Background: an optimization exercise with open tools, aiming at small area, a short achievable clock period and few clock cycles. Do not read the settings as production practice. Function was checked by simulation only, so behaviour that the tests miss may differ from the original. Power figures rest on the tool's default switching activity, not on a simulated workload.

`design/flow/config.mk`:
```
export PLATFORM = sky130hd
export DESIGN_NAME = qr_frontend
export DESIGN_NICKNAME = qr_frontend
export VERILOG_FILES = /design/flow/design.v
export SDC_FILE = /design/flow/constraint.sdc
export NUM_CORES = 4
export LEC_CHECK = 0
export CAP_MARGIN = 20
export CORE_MARGIN = 2
export CORE_UTILIZATION = 40
export PLACE_DENSITY = 0.6
export SLEW_MARGIN = 20
```
`design/flow/constraint.sdc`:
```
create_clock -name core_clock -period 11.0 [get_ports {clk}]
set_input_delay 2.2000 -clock core_clock [delete_from_list [all_inputs] [get_ports {clk}]]
set_output_delay 2.2000 -clock core_clock [all_outputs]
set_load 0.01 [all_outputs]
```
`design/flow/design.v`:
```
module qr_align_rom (
    input  wire [5:0] version,
    output wire [3:0] sm1
);
  assign sm1 =
      (version <= 6'd6) ? 4'd14 :
      (version <= 6'd7) ? 4'd7 :
      (version <= 6'd8) ? 4'd8 :
      (version <= 6'd9) ? 4'd9 :
      (version <= 6'd10) ? 4'd10 :
      (version <= 6'd11) ? 4'd11 :
      (version <= 6'd12) ? 4'd12 :
      (version <= 6'd13) ? 4'd13 :
      (version <= 6'd14) ? 4'd9 :
      (version <= 6'd15) ? 4'd10 :
      (version <= 6'd17) ? 4'd11 :
      (version <= 6'd18) ? 4'd12 :
      (version <= 6'd20) ? 4'd13 :
      (version <= 6'd21) ? 4'd10 :
      (version <= 6'd23) ? 4'd11 :
      (version <= 6'd25) ? 4'd12 :
      (version <= 6'd27) ? 4'd13 :
      (version <= 6'd29) ? 4'd11 :
      (version <= 6'd32) ? 4'd12 :
      (version <= 6'd34) ? 4'd13 :
      (version <= 6'd35) ? 4'd11 :
      (version <= 6'd38) ? 4'd12 :
      4'd13;
endmodule
module qr_fcw_rom (
    input  wire [4:0]  idx,
    output reg  [14:0] fdelta
);
  always @(*) begin
    if (!idx[0])      fdelta = 15'h0537;
    else if (!idx[1]) fdelta = 15'h0F59;
    else if (!idx[2]) fdelta = 15'h1EB2;
    else if (!idx[3]) fdelta = 15'h3D64;
    else              fdelta = 15'h7FFF;
  end
endmodule
module qr_mask_pred (
    input  wire [2:0] m,
    input  wire       i0,
    input  wire       i1,
    input  wire [1:0] i3,
    input  wire       j0,
    input  wire [1:0] j3,
    input  wire       jd,
    output reg        p
);
  wire iz   = (i3 == 2'd0);
  wire jz   = (j3 == 2'd0);
  wire ij1  = (i3 == j3) && !iz;              
  wire ij0  = iz || jz;                       
  wire ipj0 = (iz && jz) || (i3 == 2'd1 && j3 == 2'd2) ||
              (i3 == 2'd2 && j3 == 2'd1);     
  always @(*) begin
    case (m)
      3'd0: p = !(i0 && j0) && ij0;
      3'd1: p = !(i1 ^ jd);
      3'd2: p = !(ij1 ^ i0 ^ j0);
      3'd3: p = !(ij1 ^ (i0 && j0));
      3'd4: p = !i0;
      3'd5: p = !(i0 ^ j0);
      3'd6: p = ipj0;
      default: p = jz;
    endcase
  end
endmodule
module qr_func_map (
    input  wire [9:0] rf,
    input  wire [9:0] cf,
    output wire       nd
);
  wire rM = rf[9] & ~rf[8];    
  wire cM = cf[9] & ~cf[8];
  wire corner = (rf[2] & (cf[2] | cf[6])) | (rf[6] & cf[2]);
  wire timing = rf[1];
  wire format = (rf[3] & (cf[4] | cf[6])) | (cf[3] & (rf[4] | rf[6]));
  wire vinfo  = (rf[0] & cf[7]) | (cf[0] & rf[7]);
  wire align  = (rM & (cf[5] | cf[9])) | (rf[5] & cM) | (rf[8] & cf[9]);
  assign nd = corner | timing | format | vinfo | align;
endmodule
module qr_frontend (
    input  wire       clk,
    input  wire       rst,
    input  wire       start,
    input  wire [5:0] version,
    output wire       busy,
    output wire       grid_re,
    output wire [7:0] grid_row,
    output wire [7:0] grid_col,
    input  wire       grid_bit,
    output reg        fmt_valid,
    output reg  [1:0] fmt_level,
    output reg  [2:0] fmt_mask,
    output reg  [4:0] fmt_fidx,
    output reg  [4:0] fmt_fdist,
    output reg        cw_valid,
    output reg  [7:0] cw_data
);
  localparam S_IDLE = 3'd0;
  localparam S_FMT  = 3'd1;    
  localparam S_SRCH = 3'd2;    
  localparam S_SCAN = 3'd3;
  localparam S_DR1  = 3'd4;
  localparam S_DR2  = 3'd5;
  localparam S_DR3  = 3'd6;
  reg  [2:0] state;
  reg        busy_r;
  assign busy = busy_r;
  wire       st_idle = (state == S_IDLE);
  wire       st_fmt  = (state == S_FMT);
  wire       st_srch = (state == S_SRCH);
  wire       st_scan = (state == S_SCAN);
  reg  [5:0] ver;
  reg  [4:0] fk;
  reg  [7:0] ro;          
  reg  [7:0] g;           
  reg        re;          
  assign grid_row = ro;
  assign grid_col = g;
  assign grid_re  = re;
  wire [3:0] sm1_w;
  reg  [3:0] sm1;         
  qr_align_rom u_rom (.version(ver), .sm1(sm1_w));
  wire [3:0] sm2 = sm1 - 4'd1;
  reg  [1:0] vm3;         
  wire [2:0] vm3x = {vm3, ver[3'd5 - fk[2:0]]};
  wire [1:0] vm3n = (vm3x >= 3'd3) ? vm3x[1:0] - 2'd3 : vm3x[1:0];
  wire [1:0] r3i  = (vm3 == 2'd2) ? 2'd0 : vm3 + 2'd1;                   
  wire [2:0] c6i  = (vm3 == 2'd1) ? 3'd4 : (vm3 == 2'd2) ? 3'd2 : 3'd0;  
  wire       v1 = (ver == 6'd1);
  wire       vi = (ver >= 6'd7);
  wire [5:0] ver2 = ver + 6'd2;
  wire [5:0] ver4 = ver + 6'd4;
  reg        gbq;         
  reg        mpq;         
  reg        rv1, rv2;    
  reg  [14:0] H;
  reg  [14:0] A;          
  reg  [3:0]  ndis;       
  reg  [3:0]  p1;
  reg  [2:0]  p2;
  reg         s2v, s3v;
  reg  [3:0]  best;
  wire [14:0] fdelta;
  qr_fcw_rom u_fcw (.idx(fk), .fdelta(fdelta));
  wire [14:0] fx  = A & (H ^ 15'h5412);
  wire [3:0]  pc1 = fx[0] + fx[1] + fx[2] + fx[3] + fx[4] + fx[5] + fx[6] + fx[7];
  wire [2:0]  pc2 = fx[8] + fx[9] + fx[10] + fx[11] + fx[12] + fx[13] + fx[14];
  wire [3:0]  sum = p1 + {1'b0, p2};
  wire [4:0]  t2  = st_scan ? 5'd31 : fk - 5'd1;         
  wire        take = s2v && ((st_srch && fk == 5'd1) || (sum < best));
  reg  [7:0] sr;          
  reg  [7:0] cR;          
  reg  [2:0] pp;          
  reg  [3:0] mh;          
  reg  [2:0] c6;          
  reg  [2:0] gj;          
  reg  [3:0] rb;          
  reg  [4:0] m;           
  reg        ml1;         
  reg        ml2;         
  reg  [1:0] r3;          
  reg        up;          
  reg        lsel;        
  reg        TL;          
  reg  [1:0] NX;          
  reg  [1:0] TN;          
  reg        E;           
  function [2:0] jres;
    input [2:0] x;
    input [2:0] d;
    reg   [2:0] y;
    begin
      case ({d, x})
        {3'd0, 3'd0}: jres = 3'd0;
        {3'd0, 3'd1}: jres = 3'd1;
        {3'd0, 3'd2}: jres = 3'd2;
        {3'd0, 3'd3}: jres = 3'd4;
        {3'd0, 3'd4}: jres = 3'd5;
        {3'd0, 3'd5}: jres = 3'd6;
        {3'd1, 3'd0}: jres = 3'd6;
        {3'd1, 3'd1}: jres = 3'd0;
        {3'd1, 3'd2}: jres = 3'd1;
        {3'd1, 3'd3}: jres = 3'd2;
        {3'd1, 3'd4}: jres = 3'd4;
        {3'd1, 3'd5}: jres = 3'd5;
        {3'd2, 3'd0}: jres = 3'd5;
        {3'd2, 3'd1}: jres = 3'd6;
        {3'd2, 3'd2}: jres = 3'd0;
        {3'd2, 3'd3}: jres = 3'd1;
        {3'd2, 3'd4}: jres = 3'd2;
        {3'd2, 3'd5}: jres = 3'd4;
        {3'd3, 3'd0}: jres = 3'd4;
        {3'd3, 3'd1}: jres = 3'd5;
        {3'd3, 3'd2}: jres = 3'd6;
        {3'd3, 3'd3}: jres = 3'd0;
        {3'd3, 3'd4}: jres = 3'd1;
        {3'd3, 3'd5}: jres = 3'd2;
        {3'd4, 3'd0}: jres = 3'd2;
        {3'd4, 3'd1}: jres = 3'd4;
        {3'd4, 3'd2}: jres = 3'd5;
        {3'd4, 3'd3}: jres = 3'd6;
        {3'd4, 3'd4}: jres = 3'd0;
        {3'd4, 3'd5}: jres = 3'd1;
        default: jres = 3'd0;
      endcase
    end
  endfunction
  function [9:0] rowf;
    input integer k;      
    input [7:0] r_;
    input [3:0] rb_;
    input [4:0] m_;
    input       ml1_, ml2_;
    input       v1_, vi_;
    reg   [4:0] b;        
    reg         bandp;
    integer     bi;
    begin
      bi = rb_;
      bi = bi - k;
      if (rb_ == 4'd13 || bi > 10 || bi < 0)
        b = 5'd31;
      else
        b = bi[4:0];
      case (k)
        2:       bandp = (m_ <= 5'd2) || ml1_ || ml2_;
        1:       bandp = (m_ <= 5'd3) || ml1_;
        -1:      bandp = (m_ >= 5'd1) && (m_ <= 5'd5);
        -2:      bandp = (m_ >= 5'd2) && (m_ <= 5'd6);
        default: bandp = (m_ <= 5'd4);
      endcase
      rowf[0] = (r_ <= 5 - k);
      rowf[1] = (r_ == 6 - k);
      rowf[2] = (r_ <= 7 - k);
      rowf[3] = (r_ == 8 - k);
      rowf[4] = (r_ <= 8 - k);
      rowf[5] = (r_ >= 4 - k) && (r_ <= 8 - k);
      rowf[6] = (b <= 5'd7);
      rowf[7] = vi_ && (b >= 5'd8) && (b <= 5'd10);
      rowf[8] = !v1_ && (b >= 5'd4) && (b <= 5'd8);
      rowf[9] = !v1_ && (r_ > 10 - k) && bandp;    
    end
  endfunction
  wire [9:0] rf_p2 = rowf( 2, sr, rb, m, ml1, ml2, v1, vi);
  wire [9:0] rf_p1 = rowf( 1, sr, rb, m, ml1, ml2, v1, vi);
  wire [9:0] rf_m1 = rowf(-1, sr, rb, m, ml1, ml2, v1, vi);
  wire [9:0] rf_m2 = rowf(-2, sr, rb, m, ml1, ml2, v1, vi);
  wire [9:0] rf_2  = up ? rf_m2 : rf_p2;     
  wire [9:0] rf_1  = up ? rf_m1 : rf_p1;     
  wire [9:0] rf_t  = up ? 10'b00_0001_0101 : 10'b00_0100_0000;
  wire       chi   = (cR[7:4] != 4'd0);           
  wire [3:0] cl    = cR[3:0];
  wire       cge12 = chi || (cl >= 4'd12);
  wire       cge14 = chi || (cl >= 4'd14);
  wire       c8    = !chi && (cl == 4'd8);
  wire [2:0] ppn   = pp + 3'd1;
  wire       mh_le2 = (mh <= 4'd2);
  wire       mh_12  = (mh == 4'd1) || (mh == 4'd2);
  wire       mh_13  = (mh >= 4'd1) && (mh <= 4'd3);
  wire       mh_23  = (mh == 4'd2) || (mh == 4'd3);
  wire [9:0] cf_r, cf_l, cfn_r, cfn_l;
  assign cf_r[0] = !chi && (cl <= 4'd5);
  assign cf_r[1] = 1'b0;
  assign cf_r[2] = !chi && (cl <= 4'd7);
  assign cf_r[3] = c8;
  assign cf_r[4] = !chi && (cl <= 4'd8);
  assign cf_r[5] = !chi && (cl >= 4'd4) && (cl <= 4'd8);
  assign cf_r[6] = (pp <= 3'd3);
  assign cf_r[7] = vi && ((pp == 3'd4) || (pp == 3'd5));
  assign cf_r[8] = !v1 && (pp >= 3'd2) && (pp <= 3'd4);
  assign cf_r[9] = !v1 && cge12 && mh_le2;
  assign cf_l[0] = !chi && (cl <= 4'd6);
  assign cf_l[1] = 1'b0;
  assign cf_l[2] = !chi && (cl <= 4'd8);
  assign cf_l[3] = 1'b0;
  assign cf_l[4] = !chi && (cl <= 4'd9);
  assign cf_l[5] = !chi && (cl >= 4'd5) && (cl <= 4'd9);
  assign cf_l[6] = (pp <= 3'd3);
  assign cf_l[7] = vi && (pp == 3'd4);
  assign cf_l[8] = !v1 && (pp >= 3'd2) && (pp <= 3'd3);
  assign cf_l[9] = !v1 && cge12 && mh_12;
  assign cfn_r[0] = !chi && (cl <= 4'd8);
  assign cfn_r[1] = 1'b0;
  assign cfn_r[2] = !chi && (cl <= 4'd8);
  assign cfn_r[3] = !chi && (cl == 4'd10);
  assign cfn_r[4] = !chi && (cl <= 4'd10);
  assign cfn_r[5] = !chi && ((cl == 4'd8) || (cl == 4'd10));
  assign cfn_r[6] = (ppn <= 3'd3);
  assign cfn_r[7] = vi && ((ppn == 3'd4) || (ppn == 3'd5));
  assign cfn_r[8] = !v1 && (ppn >= 3'd2) && (ppn <= 3'd4);
  assign cfn_r[9] = !v1 && cge14 && mh_13;
  assign cfn_l[0] = !chi && (cl <= 4'd8);
  assign cfn_l[1] = 1'b0;
  assign cfn_l[2] = !chi && (cl <= 4'd10);
  assign cfn_l[3] = 1'b0;
  assign cfn_l[4] = !chi && (cl <= 4'd10);
  assign cfn_l[5] = !chi && ((cl == 4'd8) || (cl == 4'd10));
  assign cfn_l[6] = (ppn <= 3'd3);
  assign cfn_l[7] = vi && (ppn == 3'd4);
  assign cfn_l[8] = !v1 && (ppn >= 3'd2) && (ppn <= 3'd3);
  assign cfn_l[9] = !v1 && cge14 && mh_23;
  wire nd_2r, nd_2l, nd_1r, nd_1l, nd_tr, nd_tl;
  qr_func_map u_2r (.rf(rf_2), .cf(cf_r),  .nd(nd_2r));    
  qr_func_map u_2l (.rf(rf_2), .cf(cf_l),  .nd(nd_2l));
  qr_func_map u_1r (.rf(rf_1), .cf(cfn_r), .nd(nd_1r));    
  qr_func_map u_1l (.rf(rf_1), .cf(cfn_l), .nd(nd_1l));
  qr_func_map u_tr (.rf(rf_t), .cf(cfn_r), .nd(nd_tr));    
  qr_func_map u_tl (.rf(rf_t), .cf(cfn_l), .nd(nd_tl));
  wire go_left = !lsel && TL;
  wire go_turn = !go_left && E;
  wire go_move = !go_left && !E;
  wire last_pair = (cR == 8'd1);
  wire scan_end = last_pair && !up && (go_turn || (go_move && (NX == 2'b00) && (rb != 4'd13)));
  wire [7:0] cRm1  = cR - 8'd1;
  wire [7:0] cRn   = c8 ? 8'd5 : cR - 8'd2;
  wire [7:0] cRnm1 = c8 ? 8'd4 : cR - 8'd3;
  wire [7:0] srn   = up ? sr - 8'd1 : sr + 8'd1;
  wire [2:0] gj0   = jres(c6, 3'd0);
  wire [2:0] gj1   = jres(c6, 3'd1);
  wire [2:0] gjn   = c8 ? jres(c6, 3'd3) : jres(c6, 3'd2);
  wire [2:0] gjn1  = c8 ? jres(c6, 3'd4) : jres(c6, 3'd3);
  wire mp;
  qr_mask_pred u_mp (.m(fmt_mask), .i0(sr[0]), .i1(sr[1]), .i3(r3),
                     .j0(g[0]), .j3(gj[1:0]), .jd(gj[2]), .p(mp));
  reg [2:0] nbits;
  always @(posedge clk) begin
    fmt_valid <= 1'b0;
    cw_valid  <= 1'b0;
    gbq <= grid_bit ^ mpq;
    mpq <= st_scan && re && mp;
    rv1 <= st_scan && re;
    rv2 <= rv1;
    sm1 <= sm1_w;
    if (rv2) begin
      cw_data <= {cw_data[6:0], gbq};
      nbits   <= nbits + 3'd1;
      if (nbits == 3'd7)
        cw_valid <= 1'b1;
    end
    case (state)
      S_IDLE: begin
        ver  <= version;
        fk   <= 5'd0;
        ro   <= 8'd0;
        sr   <= 8'd0;
        g    <= 8'd8;
        ndis <= 4'd0;
        vm3  <= 2'd0;
        up   <= 1'b0;
        re   <= start;
        if (start) begin
          busy_r <= 1'b1;
          state  <= S_FMT;
        end
      end
      S_FMT: begin
        fk <= fk + 5'd1;
        if (fk <= 5'd5)
          vm3 <= vm3n;
        if (fk <= 5'd13) begin
          g <= 8'd8;
          if (fk == 5'd5) begin
            ro <= 8'd7;  sr <= 8'd7;
          end else if (fk == 5'd7) begin
            ro <= {ver2, 2'b10};  sr <= {ver2, 2'b10};        
          end else begin
            ro <= srn;  sr <= srn;
          end
        end else if (fk == 5'd14) begin
          ro <= 8'd8;
          g  <= {ver4, 2'b00};                                
          cR <= {ver4, 2'b00};
          sr <= {ver4, 2'b00};                                
        end else begin
          ro <= 8'd8;
          if (fk == 5'd22) begin
            g <= 8'd7;  cR <= 8'd7;
          end else if (fk == 5'd23) begin
            g <= 8'd5;  cR <= 8'd5;
          end else begin
            g <= cRm1;  cR <= cRm1;
          end
        end
        re <= (fk <= 5'd28);
        if (fk >= 5'd2 && fk <= 5'd16)
          H <= {gbq, H[14:1]};
        if (fk >= 5'd17) begin
          H    <= {H[0], H[14:1]};
          A    <= {~(gbq ^ H[0]), A[14:1]};
          ndis <= ndis + {3'd0, gbq ^ H[0]};
        end
        if (fk == 5'd31)
          state <= S_SRCH;
      end
      S_SRCH: begin
        fk <= fk + 5'd1;
        H  <= H ^ fdelta;
        re <= 1'b0;
        g  <= 8'd8;
        ro <= sr;
        rb   <= 4'd0;
        m    <= 5'd8;
        ml1  <= 1'b0;
        ml2  <= 1'b0;
        r3   <= r3i;
        cR   <= {ver4, 2'b10};                              
        pp   <= 3'd7;
        mh   <= 4'd5;
        c6   <= c6i;
        up   <= 1'b0;
        lsel <= 1'b1;
        TL   <= 1'b0;
        E    <= 1'b1;
        TN   <= 2'b11;                                      
        if (fk == 5'd31)
          state <= S_SCAN;
      end
      S_SCAN: begin
        ro <= sr;
        if (go_left) begin
          g    <= cRm1;
          gj   <= gj1;
          lsel <= 1'b1;
          re   <= 1'b1;
        end else if (go_turn) begin
          up   <= !up;
          cR   <= cRn;
          pp   <= (pp == 3'd6) ? 3'd6 : ppn;
          mh   <= (mh == 4'd0) ? sm1 : mh - 4'd1;
          c6   <= c8 ? ((c6 >= 3'd3) ? c6 - 3'd3 : c6 + 3'd3)
                     : ((c6 >= 3'd2) ? c6 - 3'd2 : c6 + 3'd4);
          g    <= TN[1] ? cRn : cRnm1;
          gj   <= TN[1] ? gjn : gjn1;
          lsel <= !TN[1];
          re   <= TN[1] || TN[0];
          TL   <= TN[0];
          NX   <= {!nd_tr, !nd_tl};
          E    <= 1'b0;
        end else begin
          ro <= srn;
          sr <= srn;
          if (up) begin
            rb  <= (rb >= 4'd12) ? 4'd13 : rb + 4'd1;
            m   <= (m == 5'd0) ? {sm1, 1'b1} : m - 5'd1;
            ml1 <= (m == 5'd0);
            ml2 <= ml1;
            r3  <= (r3 == 2'd0) ? 2'd2 : r3 - 2'd1;
            E   <= (sr == 8'd1);
          end else begin
            rb  <= (rb != 4'd13) ? rb - 4'd1 :
                   (sr == {ver, 2'b11}) ? 4'd12 : 4'd13;   
            m   <= ml1 ? 5'd0 : m + 5'd1;
            ml1 <= ml2;
            ml2 <= (m == {sm2, 1'b1});
            r3  <= (r3 == 2'd2) ? 2'd0 : r3 + 2'd1;
            E   <= (rb == 4'd1);
          end
          g    <= NX[1] ? cR : cRm1;
          gj   <= NX[1] ? gj0 : gj1;
          lsel <= !NX[1];
          re   <= NX[1] || NX[0];
          TL   <= NX[0];
          NX   <= {!nd_2r, !nd_2l};
          TN   <= {!nd_1r, !nd_1l};
        end
        if (scan_end) begin
          re    <= 1'b0;
          state <= S_DR1;
        end
      end
      S_DR1: begin
        re    <= 1'b0;
        g     <= 8'd8;
        ro    <= sr;
        state <= S_DR2;
      end
      S_DR2: begin
        re    <= 1'b0;
        g     <= 8'd8;
        ro    <= sr;
        state <= S_DR3;
      end
      S_DR3: begin
        re     <= 1'b0;
        g      <= 8'd8;
        ro     <= sr;
        state  <= S_IDLE;
        busy_r <= 1'b0;
      end
      default: begin
        state  <= S_IDLE;
        busy_r <= 1'b0;
      end
    endcase
    s2v <= st_srch;
    s3v <= st_scan && s2v;
    if (st_srch) begin
      p1 <= pc1;
      p2 <= pc2;
    end
    if (take) begin
      best      <= sum;
      fmt_fidx  <= t2;
      fmt_level <= t2[4:3] ^ 2'b10;
      fmt_mask  <= t2[2:0] ^ 3'b101;
    end
    if (s3v) begin
      fmt_fdist <= {best, 1'b0} + {1'b0, ndis};
      fmt_valid <= 1'b1;
      nbits     <= 3'd0;
    end
    if (rst) begin
      state     <= S_IDLE;
      busy_r    <= 1'b0;
      re        <= 1'b0;
      fmt_valid <= 1'b0;
      cw_valid  <= 1'b0;
      rv1       <= 1'b0;
      rv2       <= 1'b0;
      s2v       <= 1'b0;
      s3v       <= 1'b0;
    end
  end
endmodule
```
`design/flow/flow/run.sh`:
```
#!/bin/bash
set -euo pipefail
export BUFFER_PORTS_ARGS="-buffer_cell sky130_fd_sc_hd__buf_2"
bash standard.sh > standard_flow.log 2>&1
```
`design/flow/standard.sh`:
```
#!/bin/bash
# synth_recipe.tcl (not shown) runs the flow's synth.tcl, then flattens the netlist and writes it again
# the make line also repeats each setting of config.mk as NAME=value (left out here)
make -C /OpenROAD-flow-scripts/flow DESIGN_CONFIG=/design/flow/config.mk WORK_HOME=/design/flow/orfs CLKGATE_MAP_FILE= SYNTH_SCRIPT=/design/flow/synth_recipe.tcl "${@:-finish}"
```
==> flow_summary_export.csv, run 1 <==
group,metric,value,unit
timing,min_period,3.74,ns
layout,finalNetCount,1417,
layout,drive_gt1_frac,0.0998,
drt,wl,32.7,mm
clock_tree,numCtsBuffers,17,
clock_tree,cts_buffer_depth,2,
worst_setup_path,cpMostUsedCell,"inv_2",
power_and_ir_drop,power_density,210,nW/µm²
layout,n_antenna_cell,0,
clock_tree,cts_tree,"done",
clock_tree,cts_max_level,4,
global_route,grtUsageTotal,0.208,
timing,hold_violations,0,
floorplan,start_util,0.407,
power_and_ir_drop,power,2.74,mW
synthesis,synthFlopType,"edfxtp_1",
worst_setup_path,slowest_stage,"a21boi_1",
global_route,grt_max_degree,42,
worst_setup_path,slowest_delay,0.90,ns
floorplan,die_x,178,µm
synthesis,ys_seq_area_frac,0.394,
floorplan,core,29600,µm²
timing,whs,0.430,ns
worst_setup_path,start_kind,"register",
power_and_ir_drop,clkPwrFrac,0.216,
worst_setup_path,cp_cell_sequence,"nand2b_1 -> inv_2 -> nand2_1 -> inv_2 -> nand4_1 -> a21boi_1",
power_and_ir_drop,switchingPower,1.16,mW
power_and_ir_drop,p_int,1.59,mW
timing,worst_slew_pin_slew,1.11,ns
layout,final_cells,1713,
power_and_ir_drop,swShare,0.421,
synthesis,ys_ff_latch,165,
synthesis,synthMuxAreaShare,0.0207,
layout,fin_area,13100,µm²
floorplan,num_rows,63,
global_route,grt_pass1_vias,9304,
layout,seq_area,4750,µm²
synthesis,synth_edf_count,145,
timing,layout_setup_ws,7.26,ns
synthesis,synth_top_family_by_area,"compound AO/OA/AOI/OAI gates",
layout,post-route-util,0.441,
drt,post_drt_via_cell_ratio,5.75,
synthesis,synth.distinct_cells,84,
global_route,antenna_found_initial,0,
synthesis,yosys.area.top_type,"edfxtp_1",
synthesis,syn_area,12100,µm²
clock_tree,postCtsSetupRepairBufs,0,
timing,fmax,268,MHz
drt,vias,9854,
drt,avgRoutedWirePerCell,19.1,µm
worst_setup_path,critical_path_class,"reg -> reg",
clock_tree,cts_resized,0,
place,numPortBuffers,52,
synthesis,async_flop_share,0,
synthesis,avgSynthCellArea,9.19,µm²
synthesis,yosys_warnings,3,
clock_tree,clock_tree.root_cell,"clkbuf_16",
timing,rsz0062_at_grt,"no",
clock_tree,clk-insertion-delay-late,0.44,ns
place,hpwl,23.5,mm
global_route,grt.overflow.total,0,
place,place_ws,7.30,ns
drt,drtIter0Drc,747,
floorplan,die_h,178,µm
drt,ant_nets,0,
worst_setup_path,cp-end-kind,"register",
synthesis,syn-num-nets,1420,
synthesis,synth_top_area_frac,0.361,
worst_setup_path,crit_arrival,3.79,ns
synthesis,synth_compound_area_frac,0.186,
status,outcome,"complete, no violations",
drt,post-route-drc-count,0,
timing,maxSlewViolCount,0,
global_route,grt_pass1_wl,51.5,mm
clock_tree,postCtsHoldBufs,0,
power_and_ir_drop,leakage,5.12,nW
synthesis,synthXorXnorAreaFrac,0.0623,
power_and_ir_drop,seqPwrFrac,0.386,
timing,min_period_over_period,0.340,
synthesis,synth_area_leaders,"edfxtp_1, ha_1, nand2_1",
timing,finClkSkew,0.0111,ns
clock_tree,clk_pin_slew,0.08,ns
worst_hold_path,hold_class,"reg -> reg",
synthesis,synthCells,1313,
layout,fill_cells,2937,
flow_run,maxCapViolCount,0,
worst_setup_path,crit_path_max_fanout,33,
worst_setup_path,crit_required,11.05,ns
floorplan,io_pins,53,
place,dpl_cell_area,12500,µm²
timing,setup_tns,0,ns
place,dp.cells,1681,
synthesis,synthAdderAreaFrac,0.108,
place,finalWeightedCongestion,0.930,
floorplan,fp.dieArea,31600,µm²
power_and_ir_drop,peakVddDrop,121,µV
layout,area_growth,8.33,%
layout,multi_input_area,6670,µm²
power_and_ir_drop,pwr-share-comb,0.397,
clock_tree,clock_sinks,165,
worst_setup_path,worst-r2r-setup-slack,7.26,ns
synthesis,yosys.area_share.simple,0.176,
timing,finalSetupViolations,0,
timing,max_slew_margin,0.257,
drt,drtPass1Iterations,7,
[cell type report]
cell class                 count  share of cell area
clock buffer                  18              0.0336
clock inverter                14             0.00948
inverter                      70              0.0201
multi-input combinational    994               0.510
sequential                   165               0.364
tap                          390              0.0373
timing repair buffer          62              0.0257
[placed cells by master, fill, tap and decap left out, drive strengths merged, types with 22 or more instances in the layout]
cell and n:
nand2 143, buf 62, a21oi 96, nor3 39, nand2b 22, o21ai 92
nor2b 22, edfxtp 145, ha 87, xnor2 45, nand3 36, nor2 102
inv 81, xor2 40
[layer usage]
layer | routed length, µm | global-route usage
met1 | 15300 | 0.298
met4 | 636 | 0.0639
met2 | 14900 | 0.323
met5 | 0 | 0
met3 | 1900 | 0.0332
[state kept, by name, indices dropped and copies added, names as in the netlist, 5 cells and up]
| register | count |
|---|---|
| A | 15 |
| H | 15 |
| cR | 8 |
| cw_data | 8 |
| g | 8 |
| ro | 8 |
| sr | 8 |
| ver | 6 |
| fk | 5 |
| fmt_fdist | 5 |
| m | 5 |
[kinds of logic after synthesis]
kind of cell | count (synthesis)
AND/OR/NAND/NOR | 438
AO/OA/AOI/OAI | 350
flip-flops | 165
buffers and inverters | 154
adder cells (fa/ha/maj) | 98
XOR/XNOR | 85
multiplexers | 23
[worst paths after layout]
path / start / cells past startpoint / to
setup / recovery: state[1] / 6 / fmt_mask[1]
hold / removal: mpq / 1 / gbq
hold reg to reg: mpq / 1 / gbq
setup reg to reg: state[1] / 6 / fmt_mask[1]
[power groups by stage]
stage | clock network [mW] | registers, mW | logic, mW
5_1_grt | 0.624 | 1.08 | 1.22
4_1_cts | 0.599 | 1.06 | 1.08
3_3_place_gp | 0 | 1.07 | 1.06
6_report | 0.593 | 1.06 | 1.09
2_1_floorplan | 0 | 0.941 | 0.880
3_5_place_dp | 0 | 1.07 | 1.07
[critical path, delay by kind of cell, from the launching register on]
| kind | cells | cell delay, ns |
|---|---|---|
| AO/OA/AOI/OAI | 1 | 0.90 |
| buffers and inverters | 2 | 0.74 |
| flip-flops | 1 | 0.62 |
| AND/OR/NAND/NOR | 3 | 1.08 |
[synthesized netlist by cell type, drive strengths merged (8+ instances only)]
library cell,number
a211oi,16
a21o,13
a21oi,96
a31oi,16
and3,12
buf,34
clkbuf,50
dfxtp,20
edfxtp,145
fa,10
ha,87
inv,68
mux2i,16
nand2,143
nand2b,22
nand3,36
nand3b,8
nor2,102
nor2b,22
nor3,39
nor4,9
o211ai,16
o21ai,92
o221ai,8
o22ai,13
or3,9
xnor2,45
xor2,40
Testbench counts, summed over its fixed seeds: cycles 1,399,396.
==> inputs of run 2 (changes only) <==
==> design/flow/run.sh (new file) <==
#!/bin/bash
# synth_recipe.tcl (not shown) runs the flow's synth.tcl, then flattens the netlist and writes it again
# the make line also repeats each setting of config.mk as NAME=value (left out here)
make -C /OpenROAD-flow-scripts/flow DESIGN_CONFIG=/design/flow/config.mk WORK_HOME=/design/flow/orfs CLKGATE_MAP_FILE= SYNTH_SCRIPT=/design/flow/synth_recipe.tcl finish
removed: design/flow/flow/run.sh
removed: design/flow/standard.sh
==> run 2 against run 1 <==
Still clean on timing, DRC and antenna. Synthesized cell count unchanged. Sequential share of layout area is 0.76 points lower. Final cell count hardly changed. Via count down 0.10%. Synthesized area is the same. Non-clock buffer count grew 1. Sequential power about the same. Register-to-register slack improved by 0.24 ns. Global-route usage is 0.35 points lower. Critical endpoint is now fmt_mask[1]. Largest power group unchanged.
==> flow_summary_export.csv, run 2 <==
group,metric,value,unit
synthesis,synth_area_leaders,"edfxtp_1, ha_1, nand2_1",
synthesis,async_flop_share,0,
clock_tree,cts_resized,0,
floorplan,core,29600,µm²
clock_tree,clock_sinks,165,
power_and_ir_drop,clkPwrFrac,0.214,
drt,post_drt_via_cell_ratio,5.74,
clock_tree,clock_tree.root_cell,"clkbuf_16",
worst_setup_path,crit_path_max_fanout,8,
synthesis,syn_area,12100,µm²
power_and_ir_drop,swShare,0.411,
synthesis,synth_top_area_frac,0.361,
timing,rsz0062_at_grt,"no",
layout,final_cells,1714,
layout,fin_area,13300,µm²
drt,avgRoutedWirePerCell,18.6,µm
floorplan,fp.dieArea,31600,µm²
floorplan,die_h,178,µm
clock_tree,clk_pin_slew,0.07,ns
worst_setup_path,slowest_delay,0.59,ns
synthesis,synth_most_common_cell,"edfxtp_1",
worst_setup_path,crit_required,8.80,ns
timing,finalSetupViolations,0,
timing,max_slew_margin,0.344,
floorplan,num_rows,63,
clock_tree,postCtsHoldBufs,0,
place,finalWeightedCongestion,0.960,
place,hpwl,23.1,mm
clock_tree,postCtsSetupRepairBufs,0,
synthesis,synthFlopType,"edfxtp_1",
clock_tree,numCtsBuffers,17,
timing,finClkSkew,0.0136,ns
timing,maxSlewViolCount,0,
worst_hold_path,hold_class,"reg -> reg",
synthesis,synth_common_cells,"edfxtp_1, nand2_1, nor2_1",
synthesis,syn-num-nets,1420,
worst_setup_path,start_kind,"register",
drt,wl,31.9,mm
worst_setup_path,cp-end-kind,"output pin",
power_and_ir_drop,p_int,1.62,mW
timing,min_period_over_period,0.338,
synthesis,avgSynthCellArea,9.19,µm²
power_and_ir_drop,switchingPower,1.13,mW
floorplan,io_pins,53,
power_and_ir_drop,pwr-share-comb,0.405,
place,numPortBuffers,52,
power_and_ir_drop,leakage,5.09,nW
layout,largest_registers,"A (15), H (15)",
floorplan,start_util,0.407,
timing,fmax,269,MHz
worst_setup_path,r2r_cells,6,
power_and_ir_drop,seqPwrFrac,0.382,
worst_setup_path,crit_buf_inv,1,
worst_setup_path,critical_path_class,"reg -> out",
worst_setup_path,crit_cells,1,
synthesis,yosys.area.top_type,"edfxtp_1",
timing,hold_violations,0,
global_route,grt_pass1_vias,9044,
synthesis,synth_edf_count,145,
timing,setup_tns,0,ns
clock_tree,clk-insertion-delay-late,0.44,ns
worst_setup_path,crit_arrival,1.52,ns
layout,finalNetCount,1418,
clock_tree,cts_buffer_depth,2,
drt,post-route-drc-count,0,
drt,vias,9844,
clock_tree,cts_tree,"done",
layout,n_antenna_cell,0,
drt,drtIter0Drc,957,
global_route,grt_max_degree,42,
worst_setup_path,cp_cell_sequence,"clkdlybuf4s50_1",
layout,area_growth,10.6,%
clock_tree,cts_max_level,4,
worst_setup_path,slowest_stage,"clkdlybuf4s50_1",
drt,ant_nets,0,
floorplan,die_x,178,µm
synthesis,ys_ff_latch,165,
layout,final_cell_mix,"edfxtp_1, nand2_1, nor2_1, a21oi_1, ha_1",
drt,drtPass1Iterations,5,
timing,min_period,3.72,ns
global_route,grt.overflow.total,0,
place,dpl_cell_area,12800,µm²
worst_setup_path,cp_top_family,"buffers and inverters",
timing,worst_slew_pin_slew,0.981,ns
power_and_ir_drop,power_density,206,nW/µm²
global_route,grtUsageTotal,0.205,
global_route,grt_pass1_wl,50.3,mm
flow_run,maxCapViolCount,0,
worst_hold_path,hold_depth,1,
place,dp.cells,1682,
synthesis,synthCells,1313,
layout,final_common_cell,"edfxtp_1",
power_and_ir_drop,peakVddDrop,105,µV
global_route,antenna_found_initial,0,
layout,fill_cells,2900,
status,outcome,"complete, no violations",
synthesis,yosys_warnings,3,
synthesis,ys_seq_area_frac,0.394,
layout,drive_gt1_frac,0.0604,
synthesis,synth.distinct_cells,84,
timing,whs,0.426,ns
==> run 2: power by group through the flow <==
stage | logic (mW) | registers [mW] | clock network (mW)
floorplan | 0.880 | 0.941 | 0
global placement | 1.09 | 1.06 | 0
detailed placement | 1.09 | 1.06 | 0
CTS | 1.10 | 1.05 | 0.600
global route | 1.24 | 1.07 | 0.619
finish | 1.11 | 1.05 | 0.586
==> run 2: routing by layer <==
metal	vias up	GRT usage	wire length [µm]
met1	4707	0.288	14800
met5	-	0	0
met3	45	0.0407	2020
met4	0	0.0618	570
li1	4754	-	-
met2	338	0.317	14500
==> run 2: cell families (layout without fill, tap and decap cells) <==
group,Yosys count,after routing,share of synthesized area
adders and majority gates,98,98,0.108
AOI/OAI and AO/OA,350,350,0.186
xor gates and xnor gates,85,85,0.0623
and+or+nand+nor,438,438,0.176
buffers and inverters,154,165,0.0534
DFF,165,165,0.394
muxes,23,23,0.0207
==> run 2: path summary, 6_finish.rpt <==
kind,end,start,slack (ns)
setup / recovery,fmt_mask[1],fmt_mask[1],7.28
hold / removal,gbq,mpq,0.43
setup reg to reg,fmt_fidx[2],state[1],7.50
hold reg to reg,gbq,mpq,0.43
==> run 2: layout make-up <==
| type | instances | area [µm²] | area share |
|---|---|---|---|
| clock buffers | 22 | 485 | 0.0364 |
| multi-input cells | 994 | 6670 | 0.500 |
| inverters | 70 | 263 | 0.0197 |
| flip-flops and latches | 165 | 4750 | 0.356 |
| clock inverters | 10 | 83.8 | 0.00628 |
| well taps | 390 | 488 | 0.0366 |
| repair buffers | 63 | 603 | 0.0452 |
==> run 2: per-stage QoR <==
stage               worst slack [ns]  total power [mW]   util
finish                          7.28              2.75  0.450
global route                    7.18              2.93  0.450
CTS                             7.18              2.75  0.450
detailed placement              7.20              2.15  0.431
global placement                7.38              2.14  0.431
floorplan                       7.87              1.82      -
==> inputs of run 3 (changes only) <==
--- a/design/flow/design.v
+++ b/design/flow/design.v
@@ -107,6 +107,7 @@
   localparam S_DR1  = 3'd4;
   localparam S_DR2  = 3'd5;
   localparam S_DR3  = 3'd6;
+  localparam S_PRE  = 3'd7;    
   reg  [2:0] state;
   reg        busy_r;
   assign busy = busy_r;
@@ -114,6 +115,7 @@
   wire       st_fmt  = (state == S_FMT);
   wire       st_srch = (state == S_SRCH);
   wire       st_scan = (state == S_SCAN);
+  wire       st_pre  = (state == S_PRE);
   reg  [5:0] ver;
   reg  [4:0] fk;
   reg  [7:0] ro;          
@@ -141,18 +143,20 @@
   reg  [14:0] H;
   reg  [14:0] A;          
   reg  [3:0]  ndis;       
-  reg  [3:0]  p1;
-  reg  [2:0]  p2;
-  reg         s2v, s3v;
-  reg  [3:0]  best;
+  reg  [3:0]  s12;        
+  reg         s2v, s3v, s4v;
+  reg  [4:0]  bidx;       
+  wire [3:0]  p1   = cw_data[7:4];
+  wire [2:0]  p2   = nbits;
+  wire [3:0]  best = cw_data[3:0];
   wire [14:0] fdelta;
   qr_fcw_rom u_fcw (.idx(fk), .fdelta(fdelta));
   wire [14:0] fx  = A & (H ^ 15'h5412);
   wire [3:0]  pc1 = fx[0] + fx[1] + fx[2] + fx[3] + fx[4] + fx[5] + fx[6] + fx[7];
   wire [2:0]  pc2 = fx[8] + fx[9] + fx[10] + fx[11] + fx[12] + fx[13] + fx[14];
-  wire [3:0]  sum = p1 + {1'b0, p2};
-  wire [4:0]  t2  = st_scan ? 5'd31 : fk - 5'd1;         
-  wire        take = s2v && ((st_srch && fk == 5'd1) || (sum < best));
+  wire [4:0]  t3   = fk - 5'd2;                           
+  wire        take = s3v && ((st_srch && fk == 5'd2) || (s12 < best));
+  wire [2:0]  mask = bidx[2:0] ^ 3'b101;
   reg  [7:0] sr;          
   reg  [7:0] cR;          
   reg  [2:0] pp;          
@@ -325,9 +329,9 @@
   wire [2:0] gjn   = c8 ? jres(c6, 3'd3) : jres(c6, 3'd2);
   wire [2:0] gjn1  = c8 ? jres(c6, 3'd4) : jres(c6, 3'd3);
   wire mp;
-  qr_mask_pred u_mp (.m(fmt_mask), .i0(sr[0]), .i1(sr[1]), .i3(r3),
+  qr_mask_pred u_mp (.m(mask), .i0(sr[0]), .i1(sr[1]), .i3(r3),
                      .j0(g[0]), .j3(gj[1:0]), .jd(gj[2]), .p(mp));
-  reg [2:0] nbits;
+  reg [2:0] nbits;        
   always @(posedge clk) begin
     fmt_valid <= 1'b0;
     cw_valid  <= 1'b0;
@@ -397,6 +401,13 @@
         if (fk == 5'd31)
           state <= S_SRCH;
       end
+      S_PRE: begin
+        fk    <= fk + 5'd1;
+        re    <= 1'b0;
+        g     <= 8'd8;
+        ro    <= sr;
+        state <= S_SCAN;
+      end
       S_SRCH: begin
         fk <= fk + 5'd1;
         H  <= H ^ fdelta;
@@ -418,7 +429,7 @@
         E    <= 1'b1;
         TN   <= 2'b11;                                      
         if (fk == 5'd31)
-          state <= S_SCAN;
+          state <= S_PRE;
       end
       S_SCAN: begin
         ro <= sr;
@@ -498,19 +509,22 @@
       end
     endcase
     s2v <= st_srch;
-    s3v <= st_scan && s2v;
+    s3v <= s2v;
+    s4v <= s3v && (t3 == 5'd31);
+    s12 <= p1 + {1'b0, p2};
     if (st_srch) begin
-      p1 <= pc1;
-      p2 <= pc2;
+      cw_data[7:4] <= pc1;
+      nbits        <= pc2;
     end
     if (take) begin
-      best      <= sum;
-      fmt_fidx  <= t2;
-      fmt_level <= t2[4:3] ^ 2'b10;
-      fmt_mask  <= t2[2:0] ^ 3'b101;
+      cw_data[3:0] <= s12;
+      bidx         <= t3;
     end
-    if (s3v) begin
-      fmt_fdist <= {best, 1'b0} + {1'b0, ndis};
+    fmt_fidx  <= bidx;
+    fmt_level <= bidx[4:3] ^ 2'b10;
+    fmt_mask  <= mask;
+    fmt_fdist <= {best, 1'b0} + {1'b0, ndis};
+    if (s4v) begin
       fmt_valid <= 1'b1;
       nbits     <= 3'd0;
     end
@@ -524,6 +538,7 @@
       rv2       <= 1'b0;
       s2v       <= 1'b0;
       s3v       <= 1'b0;
+      s4v       <= 1'b0;
     end
   end
 endmodule
==> design/flow/flow/run.sh (new file) <==
#!/bin/bash
set -euo pipefail
export BUFFER_PORTS_ARGS="-buffer_cell sky130_fd_sc_hd__buf_2"
bash standard.sh > standard_flow.log 2>&1
==> design/flow/standard.sh (new file) <==
#!/bin/bash
# synth_recipe.tcl (not shown) runs the flow's synth.tcl, then flattens the netlist and writes it again
# the make line also repeats each setting of config.mk as NAME=value (left out here)
make -C /OpenROAD-flow-scripts/flow DESIGN_CONFIG=/design/flow/config.mk WORK_HOME=/design/flow/orfs CLKGATE_MAP_FILE= SYNTH_SCRIPT=/design/flow/synth_recipe.tcl "${@:-finish}"
removed: design/flow/run.sh
==> run 3 against run 2 <==
Still clean on timing, DRC and antenna. Design area fell by 3.4%. Register-to-register slack improved by 0.13 ns. Synthesized cell count grew 2.4%. Total power grew 15%. Largest power group unchanged. Highest routed layer is now met5.
==> flow_summary_export.csv, run 3 <==
group,metric,value,unit
status,outcome,"complete, no violations",
floorplan,start_util,0.404,
worst_setup_path,slowest_delay,0.53,ns
drt,vias,9946,
timing,fmax,297,MHz
timing,rsz0062_at_grt,"no",
power_and_ir_drop,seqPwrFrac,0.355,
worst_setup_path,cp_cell_sequence,"and2_1 -> fa_1 -> inv_1 -> fa_1 -> fa_1 -> inv_1 -> ha_1 -> inv_1 -> fa_1 -> xnor2_1 -> nand2_1 -> o21ai_0",
worst_setup_path,cpMostUsedCell,"fa_1",
power_and_ir_drop,swShare,0.449,
synthesis,avgSynthCellArea,8.84,µm²
floorplan,die_x,176,µm
drt,drtPass1Iterations,5,
worst_setup_path,cp-end-kind,"register",
clock_tree,clk_pin_slew,0.07,ns
power_and_ir_drop,peakVddDrop,111,µV
synthesis,synth.distinct_cells,89,
clock_tree,cts_max_level,4,
synthesis,synthFlopType,"edfxtp_1",
worst_setup_path,crit_arrival,3.56,ns
power_and_ir_drop,switchingPower,1.42,mW
power_and_ir_drop,clkPwrFrac,0.191,
floorplan,io_pins,53,
power_and_ir_drop,power_density,245,nW/µm²
floorplan,core,29400,µm²
drt,avgRoutedWirePerCell,18.8,µm
synthesis,syn-num-nets,1455,
layout,n_antenna_cell,0,
synthesis,yosys_warnings,3,
layout,drive_gt1_frac,0.0953,
clock_tree,cts_resized,0,
global_route,grt_pass1_vias,9400,
clock_tree,clk-insertion-delay-late,0.44,ns
synthesis,ys_seq_area_frac,0.369,
worst_setup_path,crit_buf_inv,3,
layout,final_cells,1744,
global_route,grt_pass1_wl,52.5,mm
layout,final_cell_mix,"nand2_1, nor2_1, edfxtp_1, a21oi_1, o21ai_0",
timing,min_period_over_period,0.306,
place,hpwl,24.2,mm
clock_tree,clock_tree.root_cell,"clkbuf_16",
synthesis,synth_area_leaders,"edfxtp_1, ha_1, dfxtp_1",
synthesis,synth_edf_count,110,
worst_setup_path,critical_path_class,"reg -> reg",
floorplan,die_h,176,µm
layout,finalNetCount,1452,
global_route,grt.overflow.total,0,
worst_setup_path,slowest_stage,"fa_1",
clock_tree,cts_tree,"done",
synthesis,synthCells,1344,
drt,drtIter0Drc,1063,
layout,fin_area,12900,µm²
timing,worst_slew_pin_slew,0.935,ns
clock_tree,cts_buffer_depth,2,
place,numPortBuffers,52,
worst_setup_path,cp_top_family,"adder cells",
power_and_ir_drop,pwr-share-comb,0.454,
worst_setup_path,start_kind,"register",
drt,ant_nets,0,
timing,finalSetupViolations,0,
timing,hold_violations,0,
worst_setup_path,crit_path_max_fanout,4,
global_route,grt_max_degree,47,
layout,final_common_cell,"nand2_1",
clock_tree,clock_sinks,164,
timing,max_slew_margin,0.371,
synthesis,yosys.area.top_type,"edfxtp_1",
synthesis,synth_top_area_frac,0.278,
timing,min_period,3.37,ns
clock_tree,postCtsSetupRepairBufs,0,
place,dpl_cell_area,12300,µm²
synthesis,async_flop_share,0,
worst_hold_path,hold_class,"reg -> reg",
floorplan,fp.dieArea,31100,µm²
worst_setup_path,crit_required,11.19,ns
timing,maxSlewViolCount,0,
clock_tree,postCtsHoldBufs,0,
synthesis,synth_most_common_cell,"nand2_1",
timing,finClkSkew,0.00865,ns
synthesis,ys_ff_latch,164,
synthesis,synth_common_cells,"nand2_1, nor2_1, edfxtp_1",
drt,post-route-drc-count,0,
place,dp.cells,1712,
layout,largest_registers,"A (15), H (15)",
synthesis,syn_area,11900,µm²
power_and_ir_drop,power,3.16,mW
drt,wl,32.8,mm
global_route,antenna_found_initial,1,
layout,area_growth,8.58,%
power_and_ir_drop,p_int,1.74,mW
worst_setup_path,worst-r2r-setup-slack,7.63,ns
flow_run,maxCapViolCount,0,
timing,setup_tns,0,ns
place,finalWeightedCongestion,0.883,
layout,post-route-util,0.439,
clock_tree,numCtsBuffers,17,
floorplan,num_rows,63,
power_and_ir_drop,leakage,5.03,nW
drt,post_drt_via_cell_ratio,5.70,
global_route,grtUsageTotal,0.214,
run 3: cell types whose count changed in the layout (fill, tap and decap cells not counted), moves of 6 or more:
cell,delta
a21o_1,-6
o21ai_0,+14
nor3_1,-8
mux2i_1,-6
buf_2,+52
a31oi_1,+6
inv_1,+15
clkdlybuf4s50_1,-52
edfxtp_1,-35
dfxtp_1,+34
a21oi_1,+8
nor2_1,+14
nand3_1,-8
run 3: power by group through the flow:
stage / Clock (mW) / Combinational, mW / Sequential [mW]
after floorplan: 0 / 1.16 / 0.979
after global placement: 0 / 1.41 / 1.13
after detailed placement: 0 / 1.41 / 1.13
after CTS: 0.611 / 1.42 / 1.12
after global routing: 0.633 / 1.60 / 1.15
final: 0.603 / 1.44 / 1.12
run 3: routing by layer:
metal,share of wire,global-route usage,vias up
met2,0.45,0.336,370
met3,0.064,0.0373,61
met5,0.00040,0,-
met4,0.026,0.0740,2
met1,0.46,0.299,4696
li1,-,-,4817
run 3: logic make-up (layout without fill, tap and decap cells):
family	after synthesis	in the layout	synth area share
and+or+nand+nor	444	444	0.182
buffers and inverters	161	171	0.0567
AOI/OAI and AO/OA	368	368	0.198
DFF	164	164	0.369
muxes	19	19	0.0179
xor gates and xnor gates	86	86	0.0634
adders and majority gates	102	102	0.114
run 3: cell type report:
| type | instances | area [µm²] |
|---|---|---|
| Tap cell | 390 | 488 |
| Multi-Input combinational cell | 1019 | 6820 |
| Fill cell | 2812 | 16500 |
| Clock inverter | 11 | 101 |
| Clock buffer | 21 | 482 |
| Timing Repair Buffer | 61 | 328 |
| Sequential cell | 164 | 4380 |
| Inverter | 78 | 293 |
run 3: final timing paths:
kind            endpoint  cells after the start     from
min          fmt_fidx[3]                      0  bidx[3]
min reg2reg  fmt_fidx[3]                      0  bidx[3]
max           cw_data[6]                     12     H[0]
max reg2reg   cw_data[6]                     12     H[0]
run 3: stage by stage:
| stage | hold WS (ns) | setup slack, ns |
|---|---|---|
| CTS | 0.343 | 7.60 |
| global placement | 0.329 | 7.64 |
| global route | 0.365 | 7.40 |
| detailed placement | 0.327 | 7.63 |
| finish | 0.342 | 7.63 |
| floorplan | 0.323 | 7.72 |
Testbench counts of run 3, summed over its fixed seeds: cycles 1,399,588.
==> inputs of run 4 (changes only) <==
--- a/design/flow/design.v
+++ b/design/flow/design.v
@@ -146,14 +146,16 @@
   reg  [3:0]  s12;        
   reg         s2v, s3v, s4v;
   reg  [4:0]  bidx;       
-  wire [3:0]  p1   = cw_data[7:4];
-  wire [2:0]  p2   = nbits;
-  wire [3:0]  best = cw_data[3:0];
+  reg  [3:0]  best;
+  wire [2:0]  q1   = cw_data[2:0];
+  wire [2:0]  q2   = cw_data[5:3];
+  wire [2:0]  q3   = nbits;
   wire [14:0] fdelta;
   qr_fcw_rom u_fcw (.idx(fk), .fdelta(fdelta));
   wire [14:0] fx  = A & (H ^ 15'h5412);
-  wire [3:0]  pc1 = fx[0] + fx[1] + fx[2] + fx[3] + fx[4] + fx[5] + fx[6] + fx[7];
-  wire [2:0]  pc2 = fx[8] + fx[9] + fx[10] + fx[11] + fx[12] + fx[13] + fx[14];
+  wire [2:0]  pc1 = fx[0] + fx[1] + fx[2] + fx[3] + fx[4];
+  wire [2:0]  pc2 = fx[5] + fx[6] + fx[7] + fx[8] + fx[9];
+  wire [2:0]  pc3 = fx[10] + fx[11] + fx[12] + fx[13] + fx[14];
   wire [4:0]  t3   = fk - 5'd2;                           
   wire        take = s3v && ((st_srch && fk == 5'd2) || (s12 < best));
   wire [2:0]  mask = bidx[2:0] ^ 3'b101;
@@ -221,16 +223,8 @@
     input [4:0] m_;
     input       ml1_, ml2_;
     input       v1_, vi_;
-    reg   [4:0] b;        
     reg         bandp;
-    integer     bi;
     begin
-      bi = rb_;
-      bi = bi - k;
-      if (rb_ == 4'd13 || bi > 10 || bi < 0)
-        b = 5'd31;
-      else
-        b = bi[4:0];
       case (k)
         2:       bandp = (m_ <= 5'd2) || ml1_ || ml2_;
         1:       bandp = (m_ <= 5'd3) || ml1_;
@@ -244,9 +238,9 @@
       rowf[3] = (r_ == 8 - k);
       rowf[4] = (r_ <= 8 - k);
       rowf[5] = (r_ >= 4 - k) && (r_ <= 8 - k);
-      rowf[6] = (b <= 5'd7);
-      rowf[7] = vi_ && (b >= 5'd8) && (b <= 5'd10);
-      rowf[8] = !v1_ && (b >= 5'd4) && (b <= 5'd8);
+      rowf[6] = (rb_ <= 7 + k);
+      rowf[7] = vi_ && (rb_ >= 8 + k) && (rb_ <= 10 + k);
+      rowf[8] = !v1_ && (rb_ >= 4 + k) && (rb_ <= 8 + k);
       rowf[9] = !v1_ && (r_ > 10 - k) && bandp;    
     end
   endfunction
@@ -511,14 +505,15 @@
     s2v <= st_srch;
     s3v <= s2v;
     s4v <= s3v && (t3 == 5'd31);
-    s12 <= p1 + {1'b0, p2};
+    s12 <= {1'b0, q1} + {1'b0, q2} + {1'b0, q3};
     if (st_srch) begin
-      cw_data[7:4] <= pc1;
-      nbits        <= pc2;
+      cw_data[2:0] <= pc1;
+      cw_data[5:3] <= pc2;
+      nbits        <= pc3;
     end
     if (take) begin
-      cw_data[3:0] <= s12;
-      bidx         <= t3;
+      best <= s12;
+      bidx <= t3;
     end
     fmt_fidx  <= bidx;
     fmt_level <= bidx[4:3] ^ 2'b10;
==> run 4 against run 3 <==
Largest cell class unchanged. Sequential power increased by 6%. Utilization grew 0.098 points. Count of clock-buffer cells in the layout shrank 3. Clock skew is 0.0084 ns higher. Synthesized area up 1.3%. Largest power group unchanged.
==> flow_summary_export.csv, run 4 <==
group,metric,value,unit
floorplan,die_h,177,µm
drt,drtIter0Drc,1171,
place,dpl_cell_area,12400,µm²
global_route,grt.overflow.total,0,
clock_tree,postCtsHoldBufs,0,
layout,largest_registers,"A (15), H (15)",
synthesis,yosys.area_share.simple,0.188,
drt,drtPass1Iterations,6,
worst_setup_path,critical_path_class,"reg -> reg",
synthesis,ys_ff_latch,168,
synthesis,synth_top_area_frac,0.285,
global_route,grt_pass1_wl,53.4,mm
timing,worst_slew_pin_slew,1.01,ns
global_route,grt_use_met1,0.321,
power_and_ir_drop,power,3.28,mW
layout,final_cell_mix,"nand2_1, edfxtp_1, nor2_1, a21oi_1, o21ai_0",
place,place_ws,7.74,ns
worst_setup_path,start_kind,"register",
floorplan,fp.dieArea,31500,µm²
place,numPortBuffers,52,
timing,finClkSkew,0.0171,ns
synthesis,synth_top_family_by_area,"compound AO/OA/AOI/OAI gates",
drt,post-route-drc-count,0,
synthesis,synthFlopType,"edfxtp_1",
synthesis,synth_edf_count,114,
status,outcome,"complete, no violations",
timing,rsz0062_at_grt,"no",
power_and_ir_drop,peakVddDrop,124,µV
clock_tree,cts_max_level,4,
synthesis,synth_common_cells,"nand2_1, edfxtp_1, nor2_1",
clock_tree,cts_tree,"done",
floorplan,io_pins,53,
power_and_ir_drop,power_density,252,nW/µm²
global_route,top_usage_layer,"met1",
timing,max_slew_margin,0.320,
timing,maxSlewViolCount,0,
synthesis,synthAdderAreaFrac,0.105,
global_route,grtUsageTotal,0.217,
clock_tree,clk-insertion-delay-late,0.45,ns
drt,wl,33.8,mm
timing,min_period_over_period,0.302,
floorplan,die_x,177,µm
floorplan,num_rows,63,
layout,multi_input_area,6840,µm²
layout,area_growth,8.28,%
worst_hold_path,min-delay-start,"bidx[3]",
layout,fin_area,13000,µm²
clock_tree,clock_tree.root_cell,"clkbuf_16",
timing,hold_violations,0,
place,finalWeightedCongestion,0.923,
synthesis,yosys_warnings,3,
synthesis,avgSynthCellArea,9.00,µm²
clock_tree,cts_buffer_depth,2,
global_route,grt_pass1_vias,9547,
clock_tree,clock_sinks,168,
global_route,grtUsageMet3,0.0383,
clock_tree,postCtsSetupRepairBufs,0,
synthesis,async_flop_share,0,
drt,ant_nets,0,
timing,finalSetupViolations,0,
worst_setup_path,cp-startpoint,"fk[1]",
worst_hold_path,hold_class,"reg -> reg",
synthesis,synth.distinct_cells,94,
worst_setup_path,cp-end-kind,"register",
layout,finalNetCount,1431,
layout,final_common_cell,"nand2_1",
drt,vias,10100,
flow_run,maxCapViolCount,0,
synthesis,synthCells,1337,
layout,drive_gt1_frac,0.0970,
global_route,grt_max_degree,49,
synthesis,ys_seq_area_frac,0.374,
clock_tree,cts_resized,0,
layout,seq_area,4500,µm²
clock_tree,clk_pin_slew,0.08,ns
layout,post-route-util,0.440,
power_and_ir_drop,leakage,4.97,nW
synthesis,syn-num-nets,1441,
floorplan,start_util,0.406,
layout,n_antenna_cell,0,
synthesis,yosys.area.top_type,"edfxtp_1",
synthesis,synthMuxAreaShare,0.0163,
global_route,grt_util_met2,0.318,
worst_setup_path,r2r_start,"fk[1]",
clock_tree,numCtsBuffers,17,
worst_setup_path,crit_required,11.07,ns
timing,min_period,3.32,ns
synthesis,syn_area,12000,µm²
synthesis,synth_compound_area_frac,0.201,
drt,avgRoutedWirePerCell,19.5,µm
place,hpwl,24.4,mm
global_route,antenna_found_initial,0,
timing,setup_tns,0,ns
synthesis,synth_area_leaders,"edfxtp_1, dfxtp_1, ha_1",
synthesis,synth_most_common_cell,"nand2_1",
worst_setup_path,crit_arrival,3.39,ns
worst_setup_path,crit_path_max_fanout,12,
layout,fill_cells,2915,
synthesis,synthXorXnorAreaFrac,0.0582,
timing,fmax,301,MHz
drt,post_drt_via_cell_ratio,5.85,
floorplan,core,29600,µm²
timing,layout_setup_ws,7.68,ns
run 4: cell types whose count changed after synthesis, moves of 6 or more:
| cell | previous run | this run |
|---|---|---|
| inv_1 | 77 | 71 |
| o21ai_0 | 100 | 86 |
| a21oi_1 | 101 | 92 |
| and2_1 | 11 | 18 |
| buf_2 | 10 | 22 |
| o211ai_1 | 13 | 19 |
| nand2_1 | 141 | 134 |
| ha_1 | 91 | 83 |
run 4: layer usage:
layer,vias up,wire length [µm]
li1,4813,-
met3,55,2330
met2,410,14700
met5,-,0
met1,4845,15900
met4,0,897
run 4: cells by family (layout without fill, tap and decap cells):
logic type,after synthesis,after routing
multiplexers,18,18
AO/OA/AOI/OAI,364,364
AND/OR/NAND/NOR,449,449
adder cells (fa/ha/maj),94,94
buffers and inverters,164,167
XOR/XNOR,80,80
flip-flops,168,168
run 4: power breakdown:
part           internal, mW  total, mW  switching [mW]  leakage [nW]
Sequential            0.900       1.19           0.290          1.52
Combinational         0.571       1.47           0.902          3.16
Clock                 0.310      0.617           0.307         0.285
Total                  1.78       3.28            1.50          4.97
run 4: worst max-delay path, stage by stage, from the launching register on:
cell and delay, ns:
edfxtp_1 0.56, inv_1 0.35, ha_1 0.39, nand2_1 0.18
a31oi_1 0.33, nor2_1 0.27, a21oi_1 0.86
run 4: layout make-up:
type,count,area share
flip-flops and latches,168,0.346
well taps,390,0.0375
inverters,73,0.0210
repair buffers,62,0.0257
clock buffers,18,0.0337
multi-input cells,1005,0.525
clock inverters,14,0.0112
run 4: final timing paths:
| kind | end | cells past startpoint | slack, ns |
|---|---|---|---|
| min reg2reg | fmt_fidx[3] | 0 | 0.35 |
| min | fmt_fidx[3] | 0 | 0.35 |
| max reg2reg | sr[6] | 6 | 7.68 |
| max | sr[6] | 6 | 7.68 |
run 4: metrics by stage:
stage | hold slack, ns | instances
2_1_floorplan | 0.323 | 1337
5_1_grt | 0.355 | 1730
6_report | 0.347 | 1730
3_5_place_dp | 0.332 | 1698
3_3_place_gp | 0.329 | 1698
4_1_cts | 0.350 | 1730
Testbench counts of run 4, summed over its fixed seeds: cycles 1,399,588.

==> afterwards: timing with drivers on the ports <==
The results above use ideal ports. As a check the final layouts listed here were re-extracted and re-timed, cells and wires unchanged. Step 1 sets driving cells, clkbuf_16 on the clock port and buf_2 on the other inputs (assumed; they add their load-dependent delay and slew). Step 2 also shifts input and output timing later by t, the mid clock arrival at the registers, as if the neighbouring blocks saw the same clock. Slacks: ideal / step 1 / step 2; pairs: ideal / step 1.
| run | t, ns | setup WS [ns] | hold slack, ns | latest minus earliest clock arrival (ns) | worst register clock-pin slew, ns |
|---|---|---|---|---|---|
| run 1 | 0.484 | 7.262 / 7.262 / 7.262 | 0.430 / 0.430 / 0.430 | 0.012 / 0.012 | 0.08 / 0.08 |
| run 2 | 0.486 | 7.279 / 7.227 / 7.417 | 0.426 / 0.426 / 0.426 | 0.013 / 0.014 | 0.07 / 0.07 |
| run 3 | 0.488 | 7.633 / 7.633 / 7.633 | 0.342 / 0.342 / 0.342 | 0.010 / 0.010 | 0.07 / 0.07 |
| run 4 | 0.492 | 7.677 / 7.677 / 7.677 | 0.347 / 0.347 / 0.347 | 0.018 / 0.018 | 0.08 / 0.08 |
After both steps setup and hold are still met in every run listed.
